Source: an optimization exercise on an open RTL-to-GDS flow (aim: small area, a short achievable clock period and few clock cycles per item). Production flows keep margins and buffers that such runs may drop. Where RTL was checked, it was by simulation tests only, not by an equivalence proof against the original. Only the layout flow was run in run 1; the RTL was not checked for function there. Power is estimated from default activity; no workload was simulated.

==> flow/design.v (outline; a module is shown in full before it is edited, if it fits) <==
// module mag_preamble: 1687 lines
module mag_preamble (
    input  wire        clk,
    input  wire        rst,           
    input  wire        in_valid,
    output wire        in_ready,
    input  wire [7:0]  in_i,
    input  wire [7:0]  in_q,
    output wire        out_valid,
    input  wire        out_ready,
    output wire [15:0] out_mag,
    output wire [3:0]  out_verdict
);
  // ...
==> flow/flow/run.sh <==
#!/bin/bash
bash standard.sh SETUP_SLACK_MARGIN=8.6 finish > standard.log 2>&1
==> flow/standard.sh <==
#!/bin/bash
# synth_recipe.tcl (not shown) runs the flow's synth.tcl, then flattens the netlist and writes it again
# the make line also repeats each setting of config.mk as NAME=value (left out here)
make -C /OpenROAD-flow-scripts/flow DESIGN_CONFIG=/design/flow/config.mk WORK_HOME=/design/flow/orfs CLKGATE_MAP_FILE= SYNTH_SCRIPT=/design/flow/synth_recipe.tcl "${@:-finish}"
==> flow/config.mk <==
export PLATFORM = sky130hd
export DESIGN_NAME = mag_preamble
export DESIGN_NICKNAME = mag_preamble
export VERILOG_FILES = /design/flow/design.v
export SDC_FILE = /design/flow/constraint.sdc
export NUM_CORES = 4
export LEC_CHECK = 0
export CAP_MARGIN = 20
export CORE_MARGIN = 2
export CORE_UTILIZATION = 40
export SLEW_MARGIN = 20
==> flow/constraint.sdc <==
create_clock -name core_clock -period 12.0 [get_ports {clk}]
set_input_delay 2.4000 -clock core_clock [delete_from_list [all_inputs] [get_ports {clk}]]
set_output_delay 2.4000 -clock core_clock [all_outputs]
set_load 0.01 [all_outputs]
==> run summary, run 1 <==
Synth top area share 37.2%; worst path bufs/invs 1; destination of the worst hold path s2_x[9]; status finished clean; top-count cell post-synth edfxtp_1; clock-pin slew on the worst setup and hold paths 0.06 ns; tap cell count 1,403; Clock Sinks 798; met1 Use GR 20.1%; Period minus WS final 3.61 ns; antenna diode count 0; Via density 4.99; worst-skew pair later-pin latency 0.67 ns; commonest non-fill, non-tap cell in the layout edfxtp_1; DRC Markers 0; Max FO, Critical Path 1; Clock-cell share 5.89%; top area cells in the synthesized netlist edfxtp_1, ha_1, dfxtp_1, xnor2_1, fa_1; register area 21,400 sq um; deepest clock path buffer count 3; fin crit share 30.1%; power of the clock network 2.67 mW; fraction of cell area in non-clock buffers 2.09%; pre-CTS worst setup slack 8.01 ns; sequential share of cell area 43.4%; Comb power frac 47.3%; worst reg2reg path depth 13; Pint 9.57 mW; largest reg by FF count c_x; met3 WL 2960 microns; Final setup viols 0; Tot GR Track Use 15.2%; sequential-to-total area share from yosys stat 49.3%; # fillers 9,748; inverter count 406; initial antenna violation count 1; CP startpoint kind register; share of cells above drive strength 1 10.3%; DR iter-0 viols 1,292; Max-area cell class flip-flops and latches; multiplexer share of the synthesized area 0.514%; post-cts sizing count 138; Synth Area in XOR/XNOR 7.84%; area of the multi-input gates 20,600 sq um
==> run 2: changes to the inputs <==
--- a/flow/design.v
+++ b/flow/design.v
@@ -229,17 +229,113 @@
     wire xq_h69_s = b_n[11] ^ 1'b1;
     wire xq_h69_c = b_n[11] & 1'b1;
     wire xq_h70_s = b_n[12] ^ 1'b1;
     wire xq_h70_c = b_n[12] & 1'b1;
     wire xq_h71_s = b_n[13] ^ 1'b1;
     wire xq_h71_c = b_n[13] & 1'b1;
     wire xq_h72_s = b_n[14] ^ 1'b1;
     wire xq_h72_c = b_n[14] & 1'b1;
-    wire [25:0] xadd_s = {xq_h71_c, xq_h70_c, xq_h69_c, xq_h68_c, xq_h67_c, xq_f66_c, xq_f65_c, xq_f64_c, xq_f63_c, xq_f62_c, xq_f61_c, xq_f60_c, xq_f59_c, xq_f58_c, xq_f57_c, xq_f56_c, xq_f55_c, xq_f54_c, xq_f53_c, xq_h52_c, xq_h52_s, b_n[1], b_n[0], b_n[2], b_n[1], b_n[0]} + {xq_h72_s, xq_h71_s, xq_h70_s, xq_h69_s, xq_h68_s, xq_h67_s, xq_f66_s, xq_f65_s, xq_f64_s, xq_f63_s, xq_f62_s, xq_f61_s, xq_f60_s, xq_f59_s, xq_f58_s, xq_f57_s, xq_f56_s, xq_f55_s, xq_f54_s, xq_f53_s, 1'b1, b_n[4], b_n[3], 1'b0, 1'b0, 1'b0} + 1'b0;
+    wire [25:0] xadd_a = {xq_h71_c, xq_h70_c, xq_h69_c, xq_h68_c, xq_h67_c, xq_f66_c, xq_f65_c, xq_f64_c, xq_f63_c, xq_f62_c, xq_f61_c, xq_f60_c, xq_f59_c, xq_f58_c, xq_f57_c, xq_f56_c, xq_f55_c, xq_f54_c, xq_f53_c, xq_h52_c, xq_h52_s, b_n[1], b_n[0], b_n[2], b_n[1], b_n[0]};
+    wire [25:0] xadd_b = {xq_h72_s, xq_h71_s, xq_h70_s, xq_h69_s, xq_h68_s, xq_h67_s, xq_f66_s, xq_f65_s, xq_f64_s, xq_f63_s, xq_f62_s, xq_f61_s, xq_f60_s, xq_f59_s, xq_f58_s, xq_f57_s, xq_f56_s, xq_f55_s, xq_f54_s, xq_f53_s, 1'b1, b_n[4], b_n[3], 1'b0, 1'b0, 1'b0};
+    wire [25:0] xadd_p = xadd_a ^ xadd_b;
+    wire [25:0] xadd_g = xadd_a & xadd_b;
+    wire xadd_g0c = xadd_g[0] | (xadd_p[0] & 1'b0);
+    wire xadd_G1 = xadd_g[1] | (xadd_p[1] & xadd_g0c);
+    wire xadd_G2 = xadd_g[3] | (xadd_p[3] & xadd_g[2]);
+    wire xadd_P2 = xadd_p[3] & xadd_p[2];
+    wire xadd_G3 = xadd_g[5] | (xadd_p[5] & xadd_g[4]);
+    wire xadd_P3 = xadd_p[5] & xadd_p[4];
+    wire xadd_G4 = xadd_g[7] | (xadd_p[7] & xadd_g[6]);
+    wire xadd_P4 = xadd_p[7] & xadd_p[6];
+    wire xadd_G5 = xadd_g[9] | (xadd_p[9] & xadd_g[8]);
+    wire xadd_P5 = xadd_p[9] & xadd_p[8];
+    wire xadd_G6 = xadd_g[11] | (xadd_p[11] & xadd_g[10]);
+    wire xadd_P6 = xadd_p[11] & xadd_p[10];
+    wire xadd_G7 = xadd_g[13] | (xadd_p[13] & xadd_g[12]);
+    wire xadd_P7 = xadd_p[13] & xadd_p[12];
+    wire xadd_G8 = xadd_g[15] | (xadd_p[15] & xadd_g[14]);
+    wire xadd_P8 = xadd_p[15] & xadd_p[14];
+    wire xadd_G9 = xadd_g[17] | (xadd_p[17] & xadd_g[16]);
+    wire xadd_P9 = xadd_p[17] & xadd_p[16];
+    wire xadd_G10 = xadd_g[19] | (xadd_p[19] & xadd_g[18]);
+    wire xadd_P10 = xadd_p[19] & xadd_p[18];
+    wire xadd_G11 = xadd_g[21] | (xadd_p[21] & xadd_g[20]);
+    wire xadd_P11 = xadd_p[21] & xadd_p[20];
+    wire xadd_G12 = xadd_g[23] | (xadd_p[23] & xadd_g[22]);
+    wire xadd_P12 = xadd_p[23] & xadd_p[22];
+    wire xadd_G13 = xadd_g[25] | (xadd_p[25] & xadd_g[24]);
+    wire xadd_P13 = xadd_p[25] & xadd_p[24];
+    wire xadd_G14 = xadd_g[2] | (xadd_p[2] & xadd_G1);
+    wire xadd_G15 = xadd_G2 | (xadd_P2 & xadd_G1);
+    wire xadd_G16 = xadd_g[6] | (xadd_p[6] & xadd_G3);
+    wire xadd_P16 = xadd_p[6] & xadd_P3;
+    wire xadd_G17 = xadd_G4 | (xadd_P4 & xadd_G3);
+    wire xadd_P17 = xadd_P4 & xadd_P3;
+    wire xadd_G18 = xadd_g[10] | (xadd_p[10] & xadd_G5);
+    wire xadd_P18 = xadd_p[10] & xadd_P5;
+    wire xadd_G19 = xadd_G6 | (xadd_P6 & xadd_G5);
+    wire xadd_P19 = xadd_P6 & xadd_P5;
+    wire xadd_G20 = xadd_g[14] | (xadd_p[14] & xadd_G7);
+    wire xadd_P20 = xadd_p[14] & xadd_P7;
+    wire xadd_G21 = xadd_G8 | (xadd_P8 & xadd_G7);
+    wire xadd_P21 = xadd_P8 & xadd_P7;
+    wire xadd_G22 = xadd_g[18] | (xadd_p[18] & xadd_G9);
+    wire xadd_P22 = xadd_p[18] & xadd_P9;
+    wire xadd_G23 = xadd_G10 | (xadd_P10 & xadd_G9);
+    wire xadd_P23 = xadd_P10 & xadd_P9;
+    wire xadd_G24 = xadd_g[22] | (xadd_p[22] & xadd_G11);
+    wire xadd_P24 = xadd_p[22] & xadd_P11;
+    wire xadd_G25 = xadd_G12 | (xadd_P12 & xadd_G11);
+    wire xadd_P25 = xadd_P12 & xadd_P11;
+    wire xadd_G26 = xadd_g[4] | (xadd_p[4] & xadd_G15);
+    wire xadd_G27 = xadd_G3 | (xadd_P3 & xadd_G15);
+    wire xadd_G28 = xadd_G16 | (xadd_P16 & xadd_G15);
+    wire xadd_G29 = xadd_G17 | (xadd_P17 & xadd_G15);
+    wire xadd_G30 = xadd_g[12] | (xadd_p[12] & xadd_G19);
+    wire xadd_P30 = xadd_p[12] & xadd_P19;
+    wire xadd_G31 = xadd_G7 | (xadd_P7 & xadd_G19);
+    wire xadd_P31 = xadd_P7 & xadd_P19;
+    wire xadd_G32 = xadd_G20 | (xadd_P20 & xadd_G19);
+    wire xadd_P32 = xadd_P20 & xadd_P19;
+    wire xadd_G33 = xadd_G21 | (xadd_P21 & xadd_G19);
+    wire xadd_P33 = xadd_P21 & xadd_P19;
+    wire xadd_G34 = xadd_g[20] | (xadd_p[20] & xadd_G23);
+    wire xadd_P34 = xadd_p[20] & xadd_P23;
+    wire xadd_G35 = xadd_G11 | (xadd_P11 & xadd_G23);
+    wire xadd_P35 = xadd_P11 & xadd_P23;
+    wire xadd_G36 = xadd_G24 | (xadd_P24 & xadd_G23);
+    wire xadd_P36 = xadd_P24 & xadd_P23;
+    wire xadd_G37 = xadd_G25 | (xadd_P25 & xadd_G23);
+    wire xadd_P37 = xadd_P25 & xadd_P23;
+    wire xadd_G38 = xadd_g[8] | (xadd_p[8] & xadd_G29);
+    wire xadd_G39 = xadd_G5 | (xadd_P5 & xadd_G29);
+    wire xadd_G40 = xadd_G18 | (xadd_P18 & xadd_G29);
+    wire xadd_G41 = xadd_G19 | (xadd_P19 & xadd_G29);
+    wire xadd_G42 = xadd_G30 | (xadd_P30 & xadd_G29);
+    wire xadd_G43 = xadd_G31 | (xadd_P31 & xadd_G29);
+    wire xadd_G44 = xadd_G32 | (xadd_P32 & xadd_G29);
+    wire xadd_G45 = xadd_G33 | (xadd_P33 & xadd_G29);
+    wire xadd_G46 = xadd_g[24] | (xadd_p[24] & xadd_G37);
+    wire xadd_P46 = xadd_p[24] & xadd_P37;
+    wire xadd_G47 = xadd_G13 | (xadd_P13 & xadd_G37);
+    wire xadd_P47 = xadd_P13 & xadd_P37;
+    wire xadd_G48 = xadd_g[16] | (xadd_p[16] & xadd_G45);
+    wire xadd_G49 = xadd_G9 | (xadd_P9 & xadd_G45);
+    wire xadd_G50 = xadd_G22 | (xadd_P22 & xadd_G45);
+    wire xadd_G51 = xadd_G23 | (xadd_P23 & xadd_G45);
+    wire xadd_G52 = xadd_G34 | (xadd_P34 & xadd_G45);
+    wire xadd_G53 = xadd_G35 | (xadd_P35 & xadd_G45);
+    wire xadd_G54 = xadd_G36 | (xadd_P36 & xadd_G45);
+    wire xadd_G55 = xadd_G37 | (xadd_P37 & xadd_G45);
+    wire xadd_G56 = xadd_G46 | (xadd_P46 & xadd_G45);
+    wire xadd_G57 = xadd_G47 | (xadd_P47 & xadd_G45);
+    wire [25:0] xadd_c = {xadd_G56, xadd_G55, xadd_G54, xadd_G53, xadd_G52, xadd_G51, xadd_G50, xadd_G49, xadd_G48, xadd_G45, xadd_G44, xadd_G43, xadd_G42, xadd_G41, xadd_G40, xadd_G39, xadd_G38, xadd_G29, xadd_G28, xadd_G27, xadd_G26, xadd_G15, xadd_G14, xadd_G1, xadd_g0c, 1'b0};
+    wire [25:0] xadd_s = xadd_p ^ xadd_c;
+    wire xadd_co = xadd_G57;
     reg  [25:0] c_x;
     reg         c_v;
     always @(posedge clk) begin
         if (rst_w)    c_v <= 1'b0;
         else if (run) c_v <= b2_v;
         if (run) c_x <= xadd_s;
     end
     wire [2:0] r1_s = {1'b0, c_x[25:24]} - 3'd1;
@@ -1619,18 +1715,138 @@
     wire pq_f233_s = h8[12] ^ h6[12] ^ h1[12];
     wire pq_f233_c = (h8[12] & h6[12]) | (h8[12] & h1[12]) | (h6[12] & h1[12]);
     wire pq_f234_s = h8[13] ^ h6[13] ^ h1[13];
     wire pq_f234_c = (h8[13] & h6[13]) | (h8[13] & h1[13]) | (h6[13] & h1[13]);
     wire pq_f235_s = h8[14] ^ h6[14] ^ h1[14];
     wire pq_f235_c = (h8[14] & h6[14]) | (h8[14] & h1[14]) | (h6[14] & h1[14]);
     wire pq_f236_s = h8[15] ^ h6[15] ^ h1[15];
     wire pq_f236_c = (h8[15] & h6[15]) | (h8[15] & h1[15]) | (h6[15] & h1[15]);
-    wire [17:0] padd_s = {1'b0, pq_f236_c, pq_f235_c, pq_f234_c, pq_f233_c, pq_f232_c, pq_f231_c, pq_f230_c, pq_f229_c, pq_f228_c, pq_f227_c, pq_f226_c, pq_f225_c, pq_f224_c, pq_f223_c, pq_f222_c, pq_h221_c, pq_h221_s} + {1'b0, 1'b0, pq_f236_s, pq_f235_s, pq_f234_s, pq_f233_s, pq_f232_s, pq_f231_s, pq_f230_s, pq_f229_s, pq_f228_s, pq_f227_s, pq_f226_s, pq_f225_s, pq_f224_s, pq_f223_s, pq_f222_s, h1[0]} + 1'b0;
-    wire [17:0] nadd2_s = psum + {2'b00, x} + 1'b0;
+    wire [17:0] padd_a = {1'b0, pq_f236_c, pq_f235_c, pq_f234_c, pq_f233_c, pq_f232_c, pq_f231_c, pq_f230_c, pq_f229_c, pq_f228_c, pq_f227_c, pq_f226_c, pq_f225_c, pq_f224_c, pq_f223_c, pq_f222_c, pq_h221_c, pq_h221_s};
+    wire [17:0] padd_b = {1'b0, 1'b0, pq_f236_s, pq_f235_s, pq_f234_s, pq_f233_s, pq_f232_s, pq_f231_s, pq_f230_s, pq_f229_s, pq_f228_s, pq_f227_s, pq_f226_s, pq_f225_s, pq_f224_s, pq_f223_s, pq_f222_s, h1[0]};
+    wire [17:0] padd_p = padd_a ^ padd_b;
+    wire [17:0] padd_g = padd_a & padd_b;
+    wire padd_g0c = padd_g[0] | (padd_p[0] & 1'b0);
+    wire padd_G1 = padd_g[1] | (padd_p[1] & padd_g0c);
+    wire padd_G2 = padd_g[3] | (padd_p[3] & padd_g[2]);
+    wire padd_P2 = padd_p[3] & padd_p[2];
+    wire padd_G3 = padd_g[5] | (padd_p[5] & padd_g[4]);
+    wire padd_P3 = padd_p[5] & padd_p[4];
+    wire padd_G4 = padd_g[7] | (padd_p[7] & padd_g[6]);
+    wire padd_P4 = padd_p[7] & padd_p[6];
+    wire padd_G5 = padd_g[9] | (padd_p[9] & padd_g[8]);
+    wire padd_P5 = padd_p[9] & padd_p[8];
+    wire padd_G6 = padd_g[11] | (padd_p[11] & padd_g[10]);
+    wire padd_P6 = padd_p[11] & padd_p[10];
+    wire padd_G7 = padd_g[13] | (padd_p[13] & padd_g[12]);
+    wire padd_P7 = padd_p[13] & padd_p[12];
+    wire padd_G8 = padd_g[15] | (padd_p[15] & padd_g[14]);
+    wire padd_P8 = padd_p[15] & padd_p[14];
+    wire padd_G9 = padd_g[17] | (padd_p[17] & padd_g[16]);
+    wire padd_P9 = padd_p[17] & padd_p[16];
+    wire padd_G10 = padd_g[2] | (padd_p[2] & padd_G1);
+    wire padd_G11 = padd_G2 | (padd_P2 & padd_G1);
+    wire padd_G12 = padd_g[6] | (padd_p[6] & padd_G3);
+    wire padd_P12 = padd_p[6] & padd_P3;
+    wire padd_G13 = padd_G4 | (padd_P4 & padd_G3);
+    wire padd_P13 = padd_P4 & padd_P3;
+    wire padd_G14 = padd_g[10] | (padd_p[10] & padd_G5);
+    wire padd_P14 = padd_p[10] & padd_P5;
+    wire padd_G15 = padd_G6 | (padd_P6 & padd_G5);
+    wire padd_P15 = padd_P6 & padd_P5;
+    wire padd_G16 = padd_g[14] | (padd_p[14] & padd_G7);
+    wire padd_P16 = padd_p[14] & padd_P7;
+    wire padd_G17 = padd_G8 | (padd_P8 & padd_G7);
+    wire padd_P17 = padd_P8 & padd_P7;
+    wire padd_G18 = padd_g[4] | (padd_p[4] & padd_G11);
+    wire padd_G19 = padd_G3 | (padd_P3 & padd_G11);
+    wire padd_G20 = padd_G12 | (padd_P12 & padd_G11);
+    wire padd_G21 = padd_G13 | (padd_P13 & padd_G11);
+    wire padd_G22 = padd_g[12] | (padd_p[12] & padd_G15);
+    wire padd_P22 = padd_p[12] & padd_P15;
+    wire padd_G23 = padd_G7 | (padd_P7 & padd_G15);
+    wire padd_P23 = padd_P7 & padd_P15;
+    wire padd_G24 = padd_G16 | (padd_P16 & padd_G15);
+    wire padd_P24 = padd_P16 & padd_P15;
+    wire padd_G25 = padd_G17 | (padd_P17 & padd_G15);
+    wire padd_P25 = padd_P17 & padd_P15;
+    wire padd_G26 = padd_g[8] | (padd_p[8] & padd_G21);
+    wire padd_G27 = padd_G5 | (padd_P5 & padd_G21);
+    wire padd_G28 = padd_G14 | (padd_P14 & padd_G21);
+    wire padd_G29 = padd_G15 | (padd_P15 & padd_G21);
+    wire padd_G30 = padd_G22 | (padd_P22 & padd_G21);
+    wire padd_G31 = padd_G23 | (padd_P23 & padd_G21);
+    wire padd_G32 = padd_G24 | (padd_P24 & padd_G21);
+    wire padd_G33 = padd_G25 | (padd_P25 & padd_G21);
+    wire padd_G34 = padd_g[16] | (padd_p[16] & padd_G33);
+    wire padd_G35 = padd_G9 | (padd_P9 & padd_G33);
+    wire [17:0] padd_c = {padd_G34, padd_G33, padd_G32, padd_G31, padd_G30, padd_G29, padd_G28, padd_G27, padd_G26, padd_G21, padd_G20, padd_G19, padd_G18, padd_G11, padd_G10, padd_G1, padd_g0c, 1'b0};
+    wire [17:0] padd_s = padd_p ^ padd_c;
+    wire padd_co = padd_G35;
+    wire [17:0] nadd2_a = psum;
+    wire [17:0] nadd2_b = {2'b00, x};
+    wire [17:0] nadd2_p = nadd2_a ^ nadd2_b;
+    wire [17:0] nadd2_g = nadd2_a & nadd2_b;
+    wire nadd2_g0c = nadd2_g[0] | (nadd2_p[0] & 1'b0);
+    wire nadd2_G1 = nadd2_g[1] | (nadd2_p[1] & nadd2_g0c);
+    wire nadd2_G2 = nadd2_g[3] | (nadd2_p[3] & nadd2_g[2]);
+    wire nadd2_P2 = nadd2_p[3] & nadd2_p[2];
+    wire nadd2_G3 = nadd2_g[5] | (nadd2_p[5] & nadd2_g[4]);
+    wire nadd2_P3 = nadd2_p[5] & nadd2_p[4];
+    wire nadd2_G4 = nadd2_g[7] | (nadd2_p[7] & nadd2_g[6]);
+    wire nadd2_P4 = nadd2_p[7] & nadd2_p[6];
+    wire nadd2_G5 = nadd2_g[9] | (nadd2_p[9] & nadd2_g[8]);
+    wire nadd2_P5 = nadd2_p[9] & nadd2_p[8];
+    wire nadd2_G6 = nadd2_g[11] | (nadd2_p[11] & nadd2_g[10]);
+    wire nadd2_P6 = nadd2_p[11] & nadd2_p[10];
+    wire nadd2_G7 = nadd2_g[13] | (nadd2_p[13] & nadd2_g[12]);
+    wire nadd2_P7 = nadd2_p[13] & nadd2_p[12];
+    wire nadd2_G8 = nadd2_g[15] | (nadd2_p[15] & nadd2_g[14]);
+    wire nadd2_P8 = nadd2_p[15] & nadd2_p[14];
+    wire nadd2_G9 = nadd2_g[17] | (nadd2_p[17] & nadd2_g[16]);
+    wire nadd2_P9 = nadd2_p[17] & nadd2_p[16];
+    wire nadd2_G10 = nadd2_g[2] | (nadd2_p[2] & nadd2_G1);
+    wire nadd2_G11 = nadd2_G2 | (nadd2_P2 & nadd2_G1);
+    wire nadd2_G12 = nadd2_g[6] | (nadd2_p[6] & nadd2_G3);
+    wire nadd2_P12 = nadd2_p[6] & nadd2_P3;
+    wire nadd2_G13 = nadd2_G4 | (nadd2_P4 & nadd2_G3);
+    wire nadd2_P13 = nadd2_P4 & nadd2_P3;
+    wire nadd2_G14 = nadd2_g[10] | (nadd2_p[10] & nadd2_G5);
+    wire nadd2_P14 = nadd2_p[10] & nadd2_P5;
+    wire nadd2_G15 = nadd2_G6 | (nadd2_P6 & nadd2_G5);
+    wire nadd2_P15 = nadd2_P6 & nadd2_P5;
+    wire nadd2_G16 = nadd2_g[14] | (nadd2_p[14] & nadd2_G7);
+    wire nadd2_P16 = nadd2_p[14] & nadd2_P7;
+    wire nadd2_G17 = nadd2_G8 | (nadd2_P8 & nadd2_G7);
+    wire nadd2_P17 = nadd2_P8 & nadd2_P7;
+    wire nadd2_G18 = nadd2_g[4] | (nadd2_p[4] & nadd2_G11);
+    wire nadd2_G19 = nadd2_G3 | (nadd2_P3 & nadd2_G11);
+    wire nadd2_G20 = nadd2_G12 | (nadd2_P12 & nadd2_G11);
+    wire nadd2_G21 = nadd2_G13 | (nadd2_P13 & nadd2_G11);
+    wire nadd2_G22 = nadd2_g[12] | (nadd2_p[12] & nadd2_G15);
+    wire nadd2_P22 = nadd2_p[12] & nadd2_P15;
+    wire nadd2_G23 = nadd2_G7 | (nadd2_P7 & nadd2_G15);
+    wire nadd2_P23 = nadd2_P7 & nadd2_P15;
+    wire nadd2_G24 = nadd2_G16 | (nadd2_P16 & nadd2_G15);
+    wire nadd2_P24 = nadd2_P16 & nadd2_P15;
+    wire nadd2_G25 = nadd2_G17 | (nadd2_P17 & nadd2_G15);
+    wire nadd2_P25 = nadd2_P17 & nadd2_P15;
+    wire nadd2_G26 = nadd2_g[8] | (nadd2_p[8] & nadd2_G21);
+    wire nadd2_G27 = nadd2_G5 | (nadd2_P5 & nadd2_G21);
+    wire nadd2_G28 = nadd2_G14 | (nadd2_P14 & nadd2_G21);
+    wire nadd2_G29 = nadd2_G15 | (nadd2_P15 & nadd2_G21);
+    wire nadd2_G30 = nadd2_G22 | (nadd2_P22 & nadd2_G21);
+    wire nadd2_G31 = nadd2_G23 | (nadd2_P23 & nadd2_G21);
+    wire nadd2_G32 = nadd2_G24 | (nadd2_P24 & nadd2_G21);
+    wire nadd2_G33 = nadd2_G25 | (nadd2_P25 & nadd2_G21);
+    wire nadd2_G34 = nadd2_g[16] | (nadd2_p[16] & nadd2_G33);
+    wire nadd2_G35 = nadd2_G9 | (nadd2_P9 & nadd2_G33);
+    wire [17:0] nadd2_c = {nadd2_G34, nadd2_G33, nadd2_G32, nadd2_G31, nadd2_G30, nadd2_G29, nadd2_G28, nadd2_G27, nadd2_G26, nadd2_G21, nadd2_G20, nadd2_G19, nadd2_G18, nadd2_G11, nadd2_G10, nadd2_G1, nadd2_g0c, 1'b0};
+    wire [17:0] nadd2_s = nadd2_p ^ nadd2_c;
+    wire nadd2_co = nadd2_G35;
     always @(posedge clk) begin
         if (rst_w) begin
             h1 <= 16'd0; h2 <= 16'd0; h3 <= 16'd0; h4 <= 16'd0; h5 <= 16'd0;
             h6 <= 16'd0; h7 <= 16'd0; h8 <= 16'd0; h9 <= 16'd0; h10 <= 16'd0;
             psum <= 18'd0;
             nsum <= 18'd0;
             g1h <= 9'd0;
             l1h <= 8'd0;
==> flow/flow/run.sh (replaced) <==
#!/bin/bash
bash standard.sh SETUP_SLACK_MARGIN=8.6 CTS_CLUSTER_SIZE=32 CTS_CLUSTER_DIAMETER=120 finish > standard.log 2>&1
==> run 2 against run 1 <==
Compared with the run above:
- sequential share of layout area is 2.0 points higher
- critical endpoint is now out_mag[15]
- register-to-register slack hardly changed
- flip-flop and latch count unchanged
- critical path type unchanged
- clock power shrank 43%
- synthesized cell count shrank 2.6%
- count of clock-buffer cells in the layout decreased by 68
- sequential power shrank 1%
- maximum frequency is 0.45% lower
- via count fell by 4.1%
- die area is 1.0% lower
==> run summary, run 2 <==
worst hold path type register to register (unchanged); WL/cell 16.7 microns (was 16.2 microns); H-Tree Depth 2 (was 3); die area 110,000 sq um (was 111,000 sq um); commonest non-fill, non-tap cell in the layout edfxtp_1 (unchanged); first-pass GRT wire length 133,000 microns (was 136,000 microns); largest reg by FF count c_x (unchanged); vias post-DR 24,700 (was 25,700); Top delay family on crit path flip-flops (unchanged); Final nets 4,214 (was 4,360); clk_skew 0.0738 ns (was 0.0362 ns); Area Overhead vs Synth 9.86% (was 13.9%); top area cells in the synthesized netlist edfxtp_1, ha_1, dfxtp_1, xnor2_1, fa_1 (unchanged); Die Y 331 microns (was 333 microns); total chip power 13.4 mW (was 14.9 mW); deepest clock path buffer count 3 (unchanged); # rows 120 (unchanged); worst-skew pair later-pin latency 0.66 ns (was 0.67 ns); clk root buf clkbuf_16 (unchanged); Final Max Slew Viols 0 (unchanged); initial antenna violation count 0 (was 1); Pwr Density 285 nW/um^2 (was 301 nW/um^2); Period minus WS final 3.63 ns (was 3.61 ns); DP Cell Count 4,819 (was 4,911); WL final 82,800 microns (was 83,300 microns); die width 331 microns (was 333 microns); asr flop ratio synth 0% (unchanged); fin crit share 30.3% (was 30.1%); CP Class register to primary output (unchanged); Worst Path Required 9.60 ns (about the same); worst-path cell chain buf_2 (was buf_6); core area 107,000 sq um (about the same); Finished Core Util 44.1% (was 46.0%); Yosys reg bits 798 (unchanged); area of the mapped netlist 42,900 sq um (was 43,300 sq um); setup slack, reg-to-reg 8.56 ns (was 8.55 ns); CP startpoint kind register (unchanged); synthesized area per cell 12.5 sq um (was 12.3 sq um); Critical-path top delay cell edfxtp_1 (unchanged); Synthesis Warnings 1 (unchanged); Max Cap Viol 0 (unchanged); beginning of the worst hold path c_x[21] (was s1_x[9]); antenna diode count 0 (unchanged); Worst VDD drop 0.171 mV (was 0.265 mV); post-synth top area cell edfxtp_1 (unchanged); hold buffer count at CTS 0 (unchanged); clock-pin slew on the worst setup and hold paths 0.12 ns (was 0.06 ns); max_slew headroom 26.5% (was 29.0%); placed inst area 44,900 sq um (was 45,300 sq um); total I/O pin count 42 (unchanged); EDFF count, synth 537 (unchanged); RSZ-0062 raised after global routing yes (unchanged); Detailed Place HPWL 58,000 microns (was 57,600 microns); initial core utilization 40.2% (was 40.4%); Reg-to-Reg End c_x[14] (was c_x[24]); destination of the worst hold path s1_x[21] (was s2_x[9]); Port Buf Inserts 41 (unchanged); Clock Sinks 798 (unchanged); status finished clean (unchanged); placer congestion estimate 0.805 (was 0.788); Synth Flop Type edfxtp_1 (unchanged); Crit Reg-Reg Startpoint b_n[7] (was b_n[11]); sequential-to-total area share from yosys stat 49.8% (was 49.3%); CTS tree yes (unchanged); Via density 4.98 (was 4.99); Pre-antenna DRT Iters 5 (unchanged); total CTS buffers 34 (was 87); Distinct cells, synth 65 (was 72); gr ovfl total 0 (unchanged); most frequent cells after synthesis edfxtp_1, ha_1, inv_1, xnor2_1, dfxtp_1 (unchanged); fin cells 4,951 (was 5,154); max reg flops 26 (unchanged); Largest regs c_x x26, s1_x x22 (unchanged); FMAX 275 MHz (was 277 MHz); Tot GR Track Use 15.1% (was 15.2%); Post-Syn Nets 4,135 (was 4,219); top-count cell post-synth edfxtp_1 (unchanged); DR iter-0 viols 1,255 (was 1,292); Hold Path Stages 0 (unchanged); Leak 19.9 nW (was 20.9 nW); commonest cells after routing, fill and taps aside edfxtp_1, ha_1, inv_1 (unchanged); worst path bufs/invs 1 (unchanged); DRC Markers 0 (unchanged); largest net degree at the start of global routing 178 (was 192); Critical Path AT 1.23 ns (was 1.21 ns); Max FO, Critical Path 1 (unchanged); vias in the first global route 25,000 (was 26,100); setup_tns 0 ns (unchanged); Worst Max-Slew Pin Slew 1.10 ns (was 1.06 ns); highest cell delay on the worst timing path 0.41 ns (about the same); Final setup viols 0 (unchanged); Synth top area share 37.6% (was 37.2%); Mapped Cells 3,444 (was 3,537); ANT nets after route 0 (unchanged); Setup crit end kind primary output (unchanged); post-route cell area 47,100 sq um (was 49,400 sq um); final hold viol count 0 (unchanged); worst reg2reg path depth 13 (unchanged); share of cells above drive strength 1 7.67% (was 10.3%)
run 2: changes by cell type after synthesis, sizes merged, moves of 8 or more:
| cell | change |
|---|---|
| o21ai | -15 |
| inv | -19 |
| or3 | -13 |
| a22o | +8 |
| a21oi | -9 |
| xor2 | -11 |
| fa | +8 |
run 2: logic make-up (layout without fill, tap and decap cells):
family	count (synthesis)	after routing	share of synthesized area, %
AOI/OAI and AO/OA	665	665	10.8
adders and majority gates	671	671	22.1
xor gates and xnor gates	377	377	7.70
and+or+nand+nor	442	443	4.96
buffers and inverters	468	571	4.12
DFF	798	798	49.8
muxes	23	23	0.543
run 2: worst max-delay path by stage:
stage / to / startpoint / slack (ns) / cells past startpoint
2_1_floorplan: h8[10] / run_n / 2.66 / 6
3_3_place_gp: rdy / out_ready / 7.86 / 4
3_5_place_dp: o_mag[8] / out_ready / 7.80 / 2
4_1_cts: out_mag[0] / o_mag[0] / 8.24 / 1
5_1_grt: out_mag[15] / o_mag[15] / 8.33 / 1
6_report: out_mag[15] / o_mag[15] / 8.37 / 1
run 2: power by group:
part / switching (mW) / internal [mW] / leakage, nW
registers: 0.565 / 4.54 / 7.85
clock network: 0.912 / 0.616 / 0.552
logic: 3.44 / 3.34 / 11.5
run 2: metal layers:
metal  share of wire (%)  vias to the layer above  routed length, microns  GRT usage, %
li1                    -                    12300                       -             -
met1                  46                    12000                   38000          20.0
met5                   0                        -                       0             0
met3                 3.4                       80                    2800          1.84
met2                  48                      323                   39900          26.0
met4                 2.6                        0                    2140          4.63
run 2: final cells by class:
cell class	instances	area, sq um
Clock buffer	49	950
Clock inverter	12	208
Sequential cell	798	21400
Multi-Input combinational cell	2179	20300
Fill cell	9764	59600
Timing Repair Buffer	124	1040
Tap cell	1403	1760
Inverter	386	1510
run 2: per-stage QoR:
step	setup slack, ns	hold WS [ns]
5_1_grt	8.33	0.381
2_1_floorplan	2.66	0.400
6_report	8.37	0.383
4_1_cts	8.24	0.382
3_5_place_dp	7.80	0.405
3_3_place_gp	7.86	0.400
run 2: worst reg2reg max path: stages (launching register included):
cell       delay (ns)
edfxtp_1         0.43
ha_1             0.33
fa_1             0.55
ha_4             0.23
a21oi_4          0.15
o21ai_4          0.09
a2111oi_4        0.47
buf_4            0.18
nor2_1           0.05
and2_4           0.17
o21a_1           0.17
o21a_1           0.17
nor2_1           0.13
xnor2_1          0.08
run 2: what timing repair did:
| item | in CTS | in global routing |
|---|---|---|
| endpoints found under the setup margin | 237 | 134 |
| gates resized for setup | 147 | 92 |
| buffers inserted | 47 | 22 |
| cloned | 2 | 0 |
| pin swaps | 30 | 42 |
Testbench counts of run 2, summed over its fixed seeds: cycles 6,084, items 6,000.
==> run 3: changes to the inputs <==
==> flow/flow/run.sh (replaced) <==
#!/bin/bash
bash standard.sh SETUP_SLACK_MARGIN=8.6 finish > standard.log 2>&1
==> run 3 against run 2 <==
Compared with the run above:
- clock power grew 77%
- area after synthesis unchanged
- first-iteration DRC count up 2.7%
- critical endpoint unchanged
- largest cell class unchanged
- highest routed layer unchanged
==> run summary, run 3 <==
status finished clean (unchanged); Via density 4.98 (about the same); Period minus WS final 3.60 ns (was 3.63 ns); largest net degree at the start of global routing 178 (unchanged); hold buffer count at CTS 0 (unchanged); DRC Markers 0 (unchanged); die area 110,000 sq um (unchanged); Post-Syn Nets 4,135 (unchanged); worst-skew pair later-pin latency 0.66 ns (about the same); Leak 20.8 nW (was 19.9 nW); CTS tree yes (unchanged); FMAX 278 MHz (was 275 MHz); share of cells above drive strength 1 9.67% (was 7.67%); synthesized area per cell 12.5 sq um (unchanged); EDFF count, synth 537 (unchanged); Max Cap Viol 0 (unchanged); Tot GR Track Use 15.4% (was 15.1%); clk_skew 0.0332 ns (was 0.0738 ns); Final nets 4,266 (was 4,214); highest cell delay on the worst timing path 0.39 ns (was 0.41 ns); worst path bufs/invs 1 (unchanged); Largest regs c_x x26, s1_x x22 (unchanged); Synth top area share 37.6% (unchanged); commonest non-fill, non-tap cell in the layout edfxtp_1 (unchanged); worst hold path type register to register (unchanged); max_slew headroom 29.7% (was 26.5%); Setup crit end kind primary output (unchanged); Worst VDD drop 0.181 mV (was 0.171 mV); top area cells in the synthesized netlist edfxtp_1, ha_1, dfxtp_1, xnor2_1, fa_1 (unchanged); sequential-to-total area share from yosys stat 49.8% (unchanged); Synth Flop Type edfxtp_1 (unchanged); area of the mapped netlist 42,900 sq um (unchanged); CP startpoint kind register (unchanged); CP Class register to primary output (unchanged); Pre-antenna DRT Iters 5 (unchanged); gr ovfl total 0 (unchanged); Mapped Cells 3,444 (unchanged); vias post-DR 25,100 (was 24,700); Distinct cells, synth 65 (unchanged); H-Tree Depth 3 (was 2); Final setup viols 0 (unchanged); Worst Path Required 9.60 ns (about the same); total I/O pin count 42 (unchanged); Synthesis Warnings 1 (unchanged); Pwr Density 298 nW/um^2 (was 285 nW/um^2); Worst Max-Slew Pin Slew 1.05 ns (was 1.10 ns); Critical Path AT 1.20 ns (was 1.23 ns); ANT nets after route 0 (unchanged); die width 331 microns (unchanged); post-synth top area cell edfxtp_1 (unchanged); core area 107,000 sq um (unchanged); WL/cell 16.7 microns (about the same); RSZ-0062 raised after global routing yes (unchanged); fin crit share 30.0% (was 30.3%); clk root buf clkbuf_16 (unchanged); initial antenna violation count 0 (unchanged); top-count cell post-synth edfxtp_1 (unchanged); antenna diode count 0 (unchanged); clock-pin slew on the worst setup and hold paths 0.06 ns (was 0.12 ns); initial core utilization 40.2% (unchanged); total chip power 14.6 mW (was 13.4 mW); DR iter-0 viols 1,289 (was 1,255); most frequent cells after synthesis edfxtp_1, ha_1, inv_1, xnor2_1, dfxtp_1 (unchanged); final hold viol count 0 (unchanged); Port Buf Inserts 41 (unchanged); first-pass GRT wire length 136,000 microns (was 133,000 microns); # rows 120 (unchanged); Die Y 331 microns (unchanged); Critical-path top delay cell edfxtp_1 (unchanged); vias in the first global route 25,500 (was 25,000); WL final 84,200 microns (was 82,800 microns); worst-path cell chain buf_2 (unchanged); Max FO, Critical Path 1 (unchanged); Clock Sinks 798 (unchanged); largest reg by FF count c_x (unchanged); Final Max Slew Viols 0 (unchanged); max reg flops 26 (unchanged); placer congestion estimate 0.805 (unchanged); setup_tns 0 ns (unchanged); deepest clock path buffer count 3 (unchanged); asr flop ratio synth 0% (unchanged); Detailed Place HPWL 58,000 microns (unchanged); Yosys reg bits 798 (unchanged); Top delay family on crit path flip-flops (unchanged); Area Overhead vs Synth 14.0% (was 9.86%); total CTS buffers 88 (was 34); commonest cells after routing, fill and taps aside edfxtp_1, ha_1, inv_1 (unchanged)
[run 3: cell counts after synthesis]
Identical to the previous run, type by type.
[run 3: kinds of logic after synthesis]
group | count (synthesis) | share of synthesized area [%]
AO/OA/AOI/OAI | 665 | 10.8
flip-flops | 798 | 49.8
AND/OR/NAND/NOR | 442 | 4.96
buffers and inverters | 468 | 4.12
multiplexers | 23 | 0.543
adder cells (fa/ha/maj) | 671 | 22.1
XOR/XNOR | 377 | 7.70
[run 3: worst reg2reg max path, delay by kind of cell (launching register included)]
kind / cells / cell delay (ns)
AOI/OAI and AO/OA: 6 / 1.11
xor gates and xnor gates: 1 / 0.08
adders and majority gates: 3 / 1.35
DFF: 1 / 0.44
and+or+nand+nor: 2 / 0.16
[run 3: report_power, final]
| part | switching [mW] | internal [mW] |
|---|---|---|
| Combinational | 3.42 | 3.31 |
| Clock | 1.13 | 1.59 |
| Sequential | 0.570 | 4.55 |
| Total | 5.12 | 9.45 |
[run 3: final timing paths]
kind / startpoint / to / slack [ns] / cells past startpoint
min: s2_x[9] / s3_x[9] / 0.41 / 0
max: o_mag[15] / out_mag[15] / 8.40 / 1
min reg2reg: s2_x[9] / s3_x[9] / 0.41 / 0
max reg2reg: b_n[10] / c_x[24] / 8.60 / 12
[run 3: cell type report]
type	count	area, sq um
Fill cell	9614	57900
Tap cell	1403	1760
Multi-Input combinational cell	2179	20300
Clock buffer	117	2430
Inverter	386	1500
Sequential cell	798	21400
Timing Repair Buffer	122	1020
Clock inverter	40	488
[run 3: per-layer routing]
metal  vias up  global-route usage (%)  wire length [microns]
met4         0                    5.58                   2470
met1     12200                    20.1                  37800
li1      12500                       -                      -
met5         -                       0                      0
met2       373                    25.9                  40300
met3       116                    2.62                   3600
[run 3: repair_timing]
action / 4_1_cts / 5_1_grt
buffers inserted: 42 / 25
gates cloned: 2 / 0
gates resized for setup: 149 / 78
pin swaps: 38 / 41
endpoints found under the setup margin: 238 / 132
[run 3: per-stage QoR]
stage / std cells / setup slack [ns] / hold slack (ns) / cell area, sq um / utilization (%)
2_1_floorplan: 3444 / 2.66 / 0.400 / 43000 / -
3_3_place_gp: 4819 / 7.86 / 0.400 / 44900 / 42.0
3_5_place_dp: 4819 / 7.80 / 0.405 / 44900 / 42.0
4_1_cts: 5020 / 8.24 / 0.415 / 48400 / 45.3
5_1_grt: 5045 / 8.35 / 0.420 / 48900 / 45.8
6_report: 5045 / 8.40 / 0.412 / 48900 / 45.8

==> what the ideal ports hide <==
How much do the figures lean on ideal ports? The routed layouts below were timed once more, with nothing changed but the port constraints.
Step 1 sets driving cells, clkbuf_16 on the clock port and buf_2 on the other inputs (assumed; they add their load-dependent delay and slew).
Step 2 times the ports against the registers' clock, not the clock port: input delays grow and output delays shrink by t, the midpoint of the rising clock arrivals with the driver on.
Slacks: ideal ports / drivers / drivers and shift; pairs: ideal ports / drivers.
| run | shift t [ns] | setup slack, ns | worst hold slack (ns) | worst slew at a driven data input, ns |
|---|---|---|---|---|
| run 1 | 0.714 | 8.386 / 8.320 / 8.265 | 0.411 / 0.411 / 0.411 | 0.03 |
| run 2 | 0.694 | 8.369 / 8.299 / 8.244 | 0.383 / 0.383 / 0.383 | 0.03 |
| run 3 | 0.716 | 8.397 / 8.328 / 8.202 | 0.412 / 0.412 / 0.412 | 0.03 |
After both steps setup and hold are still met in every run listed. The setup slack of run 3, which loses most, moves by -0.069 ns with the drivers and by -0.195 ns with both steps.
